What follows belongs to an exercise in optimizing a design on an open flow for a short achievable clock period; a production flow would make more cautious choices. The RTL was checked by simulation tests, not by an equivalence proof against the original design. Power figures rest on the tool's default switching activity, not on a simulated workload.

==> flow/design.v <==
module s6afb_rx (
    input  wire        clk,
    input  wire        init,         
    input  wire        rx_take,      
    input  wire [7:0]  rx_data,
    input  wire [31:0] tick,
    input  wire        wd_restart,   
    output reg  [15:0] acc_x,
    output reg  [15:0] acc_y,
    output reg  [15:0] acc_z,
    output reg  [15:0] gyro_x,
    output reg  [15:0] gyro_y,
    output reg  [15:0] gyro_z,
    output reg  [15:0] angle_x,
    output reg  [15:0] angle_y,
    output reg  [15:0] angle_z,
    output reg  [15:0] mag_x,
    output reg  [15:0] mag_y,
    output reg  [15:0] mag_z,
    output reg  [15:0] temp,
    output reg  [15:0] volt,
    output reg  [15:0] version,
    output reg  [31:0] last_frame_ts,
    output reg  [31:0] angle_period,
    output reg  [87:0] echo           
);
    localparam [7:0] SYNC       = 8'h55;
    localparam [7:0] TYPE_ACC   = 8'h51;
    localparam [7:0] TYPE_GYRO  = 8'h52;
    localparam [7:0] TYPE_ANGLE = 8'h53;
    localparam [7:0] TYPE_MAG   = 8'h54;
    localparam [7:0] TYPE_ECHO  = 8'h5F;
    reg [7:0]  rx_buf [0:10];
    reg [3:0]  rx_cursor;
    reg [31:0] angle_ts;
    integer i;
    reg [7:0] sum;
    always @(*) begin
        sum = 8'd0;
        for (i = 0; i < 10; i = i + 1)
            sum = sum + rx_buf[i];
    end
    wire discard     = (rx_cursor == 4'd0) && (rx_data != SYNC);
    wire last_byte   = (rx_cursor == 4'd10);
    wire frame_valid = rx_take && last_byte && (sum == rx_data);
    wire [15:0] f0 = {rx_buf[3], rx_buf[2]};
    wire [15:0] f1 = {rx_buf[5], rx_buf[4]};
    wire [15:0] f2 = {rx_buf[7], rx_buf[6]};
    wire [15:0] f3 = {rx_buf[9], rx_buf[8]};
    always @(posedge clk) begin
        if (init) begin
            for (i = 0; i < 11; i = i + 1)
                rx_buf[i] <= 8'd0;
            rx_cursor     <= 4'd0;
            angle_ts      <= 32'd0;
            acc_x         <= 16'd0;
            acc_y         <= 16'd0;
            acc_z         <= 16'd0;
            gyro_x        <= 16'd0;
            gyro_y        <= 16'd0;
            gyro_z        <= 16'd0;
            angle_x       <= 16'd0;
            angle_y       <= 16'd0;
            angle_z       <= 16'd0;
            mag_x         <= 16'd0;
            mag_y         <= 16'd0;
            mag_z         <= 16'd0;
            temp          <= 16'd0;
            volt          <= 16'd0;
            version       <= 16'd0;
            last_frame_ts <= 32'd0;
            angle_period  <= 32'd0;
            echo          <= 88'd0;
        end else begin
            if (wd_restart)
                rx_cursor <= 4'd0;
            if (rx_take && !discard) begin
                for (i = 0; i < 11; i = i + 1)
                    if (rx_cursor == i)
                        rx_buf[i] <= rx_data;
                if (last_byte)
                    rx_cursor <= 4'd0;
                else
                    rx_cursor <= rx_cursor + 4'd1;
            end
            if (frame_valid) begin
                last_frame_ts <= tick;
                case (rx_buf[1])
                    TYPE_ACC: begin
                        acc_x <= f0;
                        acc_y <= f1;
                        acc_z <= f2;
                        temp  <= f3;
                    end
                    TYPE_GYRO: begin
                        gyro_x <= f0;
                        gyro_y <= f1;
                        gyro_z <= f2;
                        volt   <= f3;
                    end
                    TYPE_ANGLE: begin
                        angle_x      <= f0;
                        angle_y      <= f1;
                        angle_z      <= f2;
                        version      <= f3;
                        angle_period <= tick - angle_ts;
                        angle_ts     <= tick;
                    end
                    TYPE_MAG: begin
                        mag_x <= f0;
                        mag_y <= f1;
                        mag_z <= f2;
                        temp  <= f3;
                    end
                    TYPE_ECHO: begin
                        echo <= {rx_buf[0], rx_buf[1], rx_buf[2], rx_buf[3],
                                 rx_buf[4], rx_buf[5], rx_buf[6], rx_buf[7],
                                 rx_buf[8], rx_buf[9], rx_data};
                    end
                    default: ;
                endcase
            end
        end
    end
endmodule
module s6afb_tx (
    input  wire        clk,
    input  wire        init,
    input  wire        issue_stb,
    input  wire [7:0]  issue_reg,
    input  wire [15:0] issue_val,
    input  wire        drive_stb,
    input  wire [31:0] tick,
    output reg         issue_busy,   
    output reg         tx_stb,       
    output reg  [39:0] tx_data       
);
    localparam [1:0] IDLE           = 2'd0;
    localparam [1:0] UNLOCK_PENDING = 2'd1;
    localparam [1:0] UNLOCK_SENT    = 2'd2;
    localparam [1:0] COMMAND_SENT   = 2'd3;
    localparam [39:0] UNLOCK_FRAME = 40'hFF_AA_69_88_B5;
    localparam [31:0] T_GAP        = 32'd10;
    reg [7:0]  cmd_frame [0:4];
    reg [1:0]  tx_progress;
    reg [31:0] tx_ts;
    wire [31:0] elapsed  = tick - tx_ts;
    wire        gap_done = (elapsed >= T_GAP);
    integer i;
    always @(posedge clk) begin
        if (init) begin
            for (i = 0; i < 5; i = i + 1)
                cmd_frame[i] <= 8'd0;
            tx_progress <= IDLE;
            tx_ts       <= 32'd0;
            issue_busy  <= 1'b0;
            tx_stb      <= 1'b0;
            tx_data     <= 40'd0;
        end else begin
            issue_busy <= 1'b0;
            tx_stb     <= 1'b0;
            if (issue_stb) begin
                if (tx_progress != IDLE) begin
                    issue_busy <= 1'b1;
                end else begin
                    cmd_frame[0] <= 8'hFF;
                    cmd_frame[1] <= 8'hAA;
                    cmd_frame[2] <= issue_reg;
                    cmd_frame[3] <= issue_val[7:0];
                    cmd_frame[4] <= issue_val[15:8];
                    tx_progress  <= UNLOCK_PENDING;
                end
            end
            if (drive_stb) begin
                case (tx_progress)
                    IDLE: ;
                    UNLOCK_PENDING: begin
                        tx_stb      <= 1'b1;
                        tx_data     <= UNLOCK_FRAME;
                        tx_ts       <= tick;
                        tx_progress <= UNLOCK_SENT;
                    end
                    UNLOCK_SENT: begin
                        if (gap_done) begin
                            tx_stb      <= 1'b1;
                            tx_data     <= {cmd_frame[0], cmd_frame[1], cmd_frame[2],
                                            cmd_frame[3], cmd_frame[4]};
                            tx_ts       <= tick;
                            tx_progress <= COMMAND_SENT;
                        end
                    end
                    COMMAND_SENT: begin
                        if (gap_done)
                            tx_progress <= IDLE;
                    end
                endcase
            end
        end
    end
endmodule
module s6afb_wd (
    input  wire        clk,
    input  wire        init,
    input  wire        wd_stb,
    input  wire [31:0] tick,
    input  wire [31:0] last_frame_ts,
    output wire        restart
);
    localparam [31:0] T_STALE   = 32'd100;
    localparam [31:0] T_RESTART = 32'd100;
    reg [31:0] wd_restart_ts;
    wire [31:0] since_frame   = tick - last_frame_ts;
    wire [31:0] since_restart = tick - wd_restart_ts;
    assign restart = wd_stb && (since_frame > T_STALE) && (since_restart >= T_RESTART);
    always @(posedge clk) begin
        if (init)
            wd_restart_ts <= 32'd0;
        else if (restart)
            wd_restart_ts <= tick;
    end
endmodule
module s6afb (
    input  wire        clk,
    input  wire [31:0] tick,
    input  wire        init_stb,
    input  wire [3:0]  init_tag,
    input  wire        rx_stb,
    input  wire [3:0]  rx_tag,
    input  wire [7:0]  rx_data,
    input  wire        issue_stb,
    input  wire [7:0]  issue_reg,
    input  wire [15:0] issue_val,
    input  wire        drive_stb,
    input  wire        wd_stb,
    output wire        issue_busy,
    output reg         rx_arm,
    output wire        tx_stb,
    output wire [39:0] tx_data,
    output wire [15:0] acc_x,
    output wire [15:0] acc_y,
    output wire [15:0] acc_z,
    output wire [15:0] gyro_x,
    output wire [15:0] gyro_y,
    output wire [15:0] gyro_z,
    output wire [15:0] angle_x,
    output wire [15:0] angle_y,
    output wire [15:0] angle_z,
    output wire [15:0] mag_x,
    output wire [15:0] mag_y,
    output wire [15:0] mag_z,
    output wire [15:0] temp,
    output wire [15:0] volt,
    output wire [15:0] version,
    output wire [31:0] last_frame_ts,
    output wire [31:0] angle_period,
    output wire [87:0] echo
);
    reg  [3:0] cfg_tag;
    wire       rx_take = rx_stb && (rx_tag == cfg_tag);
    wire       wd_restart;
    always @(posedge clk) begin
        if (init_stb)
            cfg_tag <= init_tag;
        rx_arm <= init_stb || rx_take || wd_restart;
    end
    s6afb_rx u_rx (
        .clk           (clk),
        .init          (init_stb),
        .rx_take       (rx_take),
        .rx_data       (rx_data),
        .tick          (tick),
        .wd_restart    (wd_restart),
        .acc_x         (acc_x),
        .acc_y         (acc_y),
        .acc_z         (acc_z),
        .gyro_x        (gyro_x),
        .gyro_y        (gyro_y),
        .gyro_z        (gyro_z),
        .angle_x       (angle_x),
        .angle_y       (angle_y),
        .angle_z       (angle_z),
        .mag_x         (mag_x),
        .mag_y         (mag_y),
        .mag_z         (mag_z),
        .temp          (temp),
        .volt          (volt),
        .version       (version),
        .last_frame_ts (last_frame_ts),
        .angle_period  (angle_period),
        .echo          (echo)
    );
    s6afb_tx u_tx (
        .clk        (clk),
        .init       (init_stb),
        .issue_stb  (issue_stb),
        .issue_reg  (issue_reg),
        .issue_val  (issue_val),
        .drive_stb  (drive_stb),
        .tick       (tick),
        .issue_busy (issue_busy),
        .tx_stb     (tx_stb),
        .tx_data    (tx_data)
    );
    s6afb_wd u_wd (
        .clk           (clk),
        .init          (init_stb),
        .wd_stb        (wd_stb),
        .tick          (tick),
        .last_frame_ts (last_frame_ts),
        .restart       (wd_restart)
    );
endmodule
==> flow/run.sh <==
#!/bin/bash
# synth_recipe.tcl (not shown) runs the flow's synth.tcl, then flattens the netlist and writes it again
# the make line also repeats each setting of config.mk as NAME=value (left out here)
make -C /OpenROAD-flow-scripts/flow DESIGN_CONFIG=/design/flow/config.mk WORK_HOME=/design/flow/orfs CLKGATE_MAP_FILE= SYNTH_SCRIPT=/design/flow/synth_recipe.tcl finish
==> flow/config.mk <==
export PLATFORM = sky130hd
export DESIGN_NAME = s6afb
export DESIGN_NICKNAME = s6afb
export VERILOG_FILES = /design/flow/design.v
export SDC_FILE = /design/flow/constraint.sdc
export NUM_CORES = 4
export LEC_CHECK = 0
export CAP_MARGIN = 20
export CORE_MARGIN = 2
export CORE_UTILIZATION = 40
export SLEW_MARGIN = 20
==> flow/constraint.sdc <==
create_clock -name core_clock -period 6.5 [get_ports {clk}]
set_input_delay 1.3000 -clock core_clock [delete_from_list [all_inputs] [get_ports {clk}]]
set_output_delay 1.3000 -clock core_clock [all_outputs]
set_load 0.01 [all_outputs]
==> summary.txt <==
placed cells by master, fill, tap and decap left out, types with 17 or more instances in the layout:
master           Yosys  final
a211oi_1            19     19
a21o_1              37     37
a21oi_1            533    533
a31oi_1             27     27
and3_1              19     19
buf_4               17     82
clkbuf_1           184     20
clkbuf_16            0     73
clkdlybuf4s50_1      0    507
dfxtp_1            627    627
fa_1                54     54
ha_1               140    140
inv_1              234    234
mux2i_1            169    169
nand2_1            883    883
nand2b_1           112    112
nand3_1             52     52
nand4_1             22     22
nor2_1             238    237
nor2b_1             24     24
nor3_1              40     39
o21a_1              17     17
o21ai_0             92     92
xnor2_1             72     72
xor2_1              18     18
sequential cells by signal, indices dropped and copies added, names as in the netlist, 25 cells and up:
name,cells
u_rx.echo,88
u_rx.rx_buf,80
u_rx.angle_period,32
u_rx.angle_ts,32
u_rx.last_frame_ts,32
u_tx.tx_ts,32
u_wd.wd_restart_ts,32
u_tx.cmd_frame,25
u_tx.tx_data,25
how the worst max path moves through the flow:
stage	start	endpoint	slack, ns	depth (start not counted)
after floorplan	u_rx.rx_buf[8][2]	u_rx.gyro_x[0]	0.73	23
after CTS	u_rx.rx_buf[8][2]	u_rx.volt[6]	0.45	19
final	u_rx.rx_buf[6][2]	u_rx.volt[6]	0.39	21
after global placement	tick[0]	u_tx.tx_ts[9]	0.49	17
after detailed placement	tick[0]	u_tx.tx_ts[21]	0.41	17
after global routing	u_rx.rx_buf[8][2]	u_rx.volt[10]	0.09	21
critical path, stage by stage, from the launching register on:
cell and delay, ns:
dfxtp_1 0.56, fa_1 0.50, inv_1 0.09, fa_1 0.44, fa_1 0.53, fa_1 0.55, inv_1 0.05, fa_1 0.53
inv_1 0.07, fa_1 0.46, nor2b_1 0.12, o21ai_0 0.08, nand2b_1 0.11, a21o_1 0.12, a21oi_1 0.07, xnor2_1 0.14
nor3_2 0.22, nand3_1 0.12, or4_2 0.62, buf_12 0.21, nand2_1 0.15, a21oi_1 0.07
kinds of logic after synthesis:
family | count (synthesis) | share of synthesized area, %
flip-flops | 631 | 40.1
adder cells (fa/ha/maj) | 194 | 8.96
AO/OA/AOI/OAI | 876 | 16.3
AND/OR/NAND/NOR | 1491 | 20.7
XOR/XNOR | 90 | 2.49
buffers and inverters | 473 | 6.00
other | 1 | 0.0119
multiplexers | 173 | 5.50
layer usage:
| metal | vias up | track usage [%] |
|---|---|---|
| li1 | 14100 | - |
| met1 | 13700 | 33.8 |
| met2 | 914 | 43.6 |
| met3 | 178 | 4.97 |
| met4 | 0 | 8.21 |
| met5 | - | 0 |
synth_stat cells, drive strengths merged, types with 22 or more instances:
library cell	n
nand4	22
xnor2	72
fa	54
inv	235
a21oi	535
nand2	883
ha	140
a21o	37
mux2i	169
nor2	238
clkbuf	185
nand2b	112
o21ai	98
dfxtp	627
nand3	52
nor3	40
nor2b	24
buf	53
a31oi	27
per-stage QoR:
stage | total power, mW | std cells
2_1_floorplan | 4.68 | 3932
3_3_place_gp | 5.03 | 5346
3_5_place_dp | 5.02 | 5346
4_1_cts | 9.13 | 5476
5_1_grt | 9.37 | 5476
6_report | 9.05 | 5476
layout make-up:
type                    instances  area [sq um]  area share, %
well taps                    1050          1310           3.26
inverters                     235           882           2.19
repair buffers                602          5950           14.8
multi-input cells            2828         17100           42.4
clock buffers                 105          2070           5.13
clock inverters                25           330          0.820
flip-flops and latches        631         12700           31.4
report_power, final:
group          switching, mW  leakage [nW]  internal (mW)
clock network           1.77          1.15           2.33
logic                  0.610          8.34          0.400
registers             0.0229          5.10           3.91
==> results.toml <==
[critical_path]
reg2reg_to = "u_rx.volt[6]"
cp_max_fo = 64
end_kind = "register"
r2r-start = "u_rx.rx_buf[6][2]"
required_ns = 6.96
worst_ep_arrival_time_ns = 6.58
start_kind = "register"
r2r_setup_slack_ns = 0.39
reg2reg_depth = 21
critPathKind = "reg2reg"

[min_path]
min_to = "u_rx.mag_y[10]"
min_delay_path_depth = 2
min_path_type = "reg2reg"
hp-start = "u_rx.mag_y[10]"

[clocking]
cts_tree = "built"
ctsHtreeMaxLevel = 3
numClockSinks = 631
cts_root_buf = "clkbuf_16"
post_cts_buffers = 0
cts.repair.resized = 0
holdBufCountCts = 0
clk_pin_slew_ns = 0.06
clk_latency_ns = 0.64
numCtsBuffers = 73
cts_buffer_depth = 3

[logic_synthesis]
syn_inst = 3929
ys_seq_area_share_pct = 40.1
synth_cell_types = 96
synth_top_area_share_pct = 39.7
syn_area_sq_um = 31600
yosysWarnings = 6
synth-async-reset-ratio_pct = 0
synth_edf_count = 4
ys.flop_type = "dfxtp_1"
syn_avg_cell_area_sq_um = 8.04
synth_seq_cells = 631
yosys.area.top_type = "dfxtp_1"
synth_area_leaders = "dfxtp_1 (40%), nand2_1 (10%), a21oi_1 (8.4%)"

[placed_design]
dp_hpwl_mm = 79.4
place_area_sq_um = 37900
gp_congestion = 0.953
dp_slack_ns = 0.414
portBuffers = 508

[timing]
slew_violations = 0
post-route-period-util_pct = 94.1
setup_slack_ns = 0.387
setup_violations = 0
hold_slack_ns = 0.447
rsz0062_at_grt = "no"
finalHoldViolCount = 0
finClkSkew_ns = 0.0483
worst_slew_pin_slew_ns = 1.11
tns_ns = 0
fmax_ghz = 0.164
relSlewSlack_pct = 25.8
period_needed_ns = 6.11

[drt]
wirelength_mm = 110
wl_met3_mm = 7.16
wl_met2_mm = 51.7
vias = 28800
antenna_left = 0
drt_iter0_markers = 2036
routed.top_layer = "met4"
first_pass_iters = 6
m1WireLength_mm = 47.2
vias_per_cell = 5.26
wl_per_cell_microns = 20.0
drc = 0

[layout]
postLayoutCoreUtil_pct = 51.3
fillers = 7672
drive_above_1_share_pct = 5.51
area_growth_pct = 27.5
diodes = 0
design_area_sq_um = 40300
fin_nets = 4643

[power]
p_leak_nw = 14.6
p_per_area_nw_per_um2 = 224
peakVddDrop_mv = 0.187

[floorplanning]
die_area_sq_um = 81300
coreArea_sq_um = 78600
start_util_pct = 40.2
fp.dieH_microns = 285
rows = 103
die_x_microns = 285
ios = 513

[grt]
grt_pass1_wl_mm = 166
grtUsageTotal_pct = 26.0
antenna_found_initial = 0
grt_overflow_total = 0
grt_max_degree = 213
grt_pass1_vias = 27000

[run]
maxCapViolCount = 0

[status]
outcome = "complete, no violations"

-- re-timing with driven ports --
The results above use ideal ports. As a check the final layout listed here was re-extracted and re-timed, cells and wires unchanged. Step 1, drivers: a clkbuf_16 drives clk and a buf_2 each remaining input, both assumed. Step 2 also shifts input and output timing later by t, the mid clock arrival at the registers, as if the neighbouring blocks saw the same clock. Three values: ideal ports, drivers, drivers and shift; two values: the first two.
shift t [ns]: 0.683
setup slack, ns: 0.387 / 0.387 / 0.315
worst setup path at the end: input to register
slew at the worst register clock pin (ns): 0.06 / 0.06
After both steps setup and hold are still met in this run. The setup slack of this run moves by 0.000 ns with the drivers and by -0.072 ns with both steps.
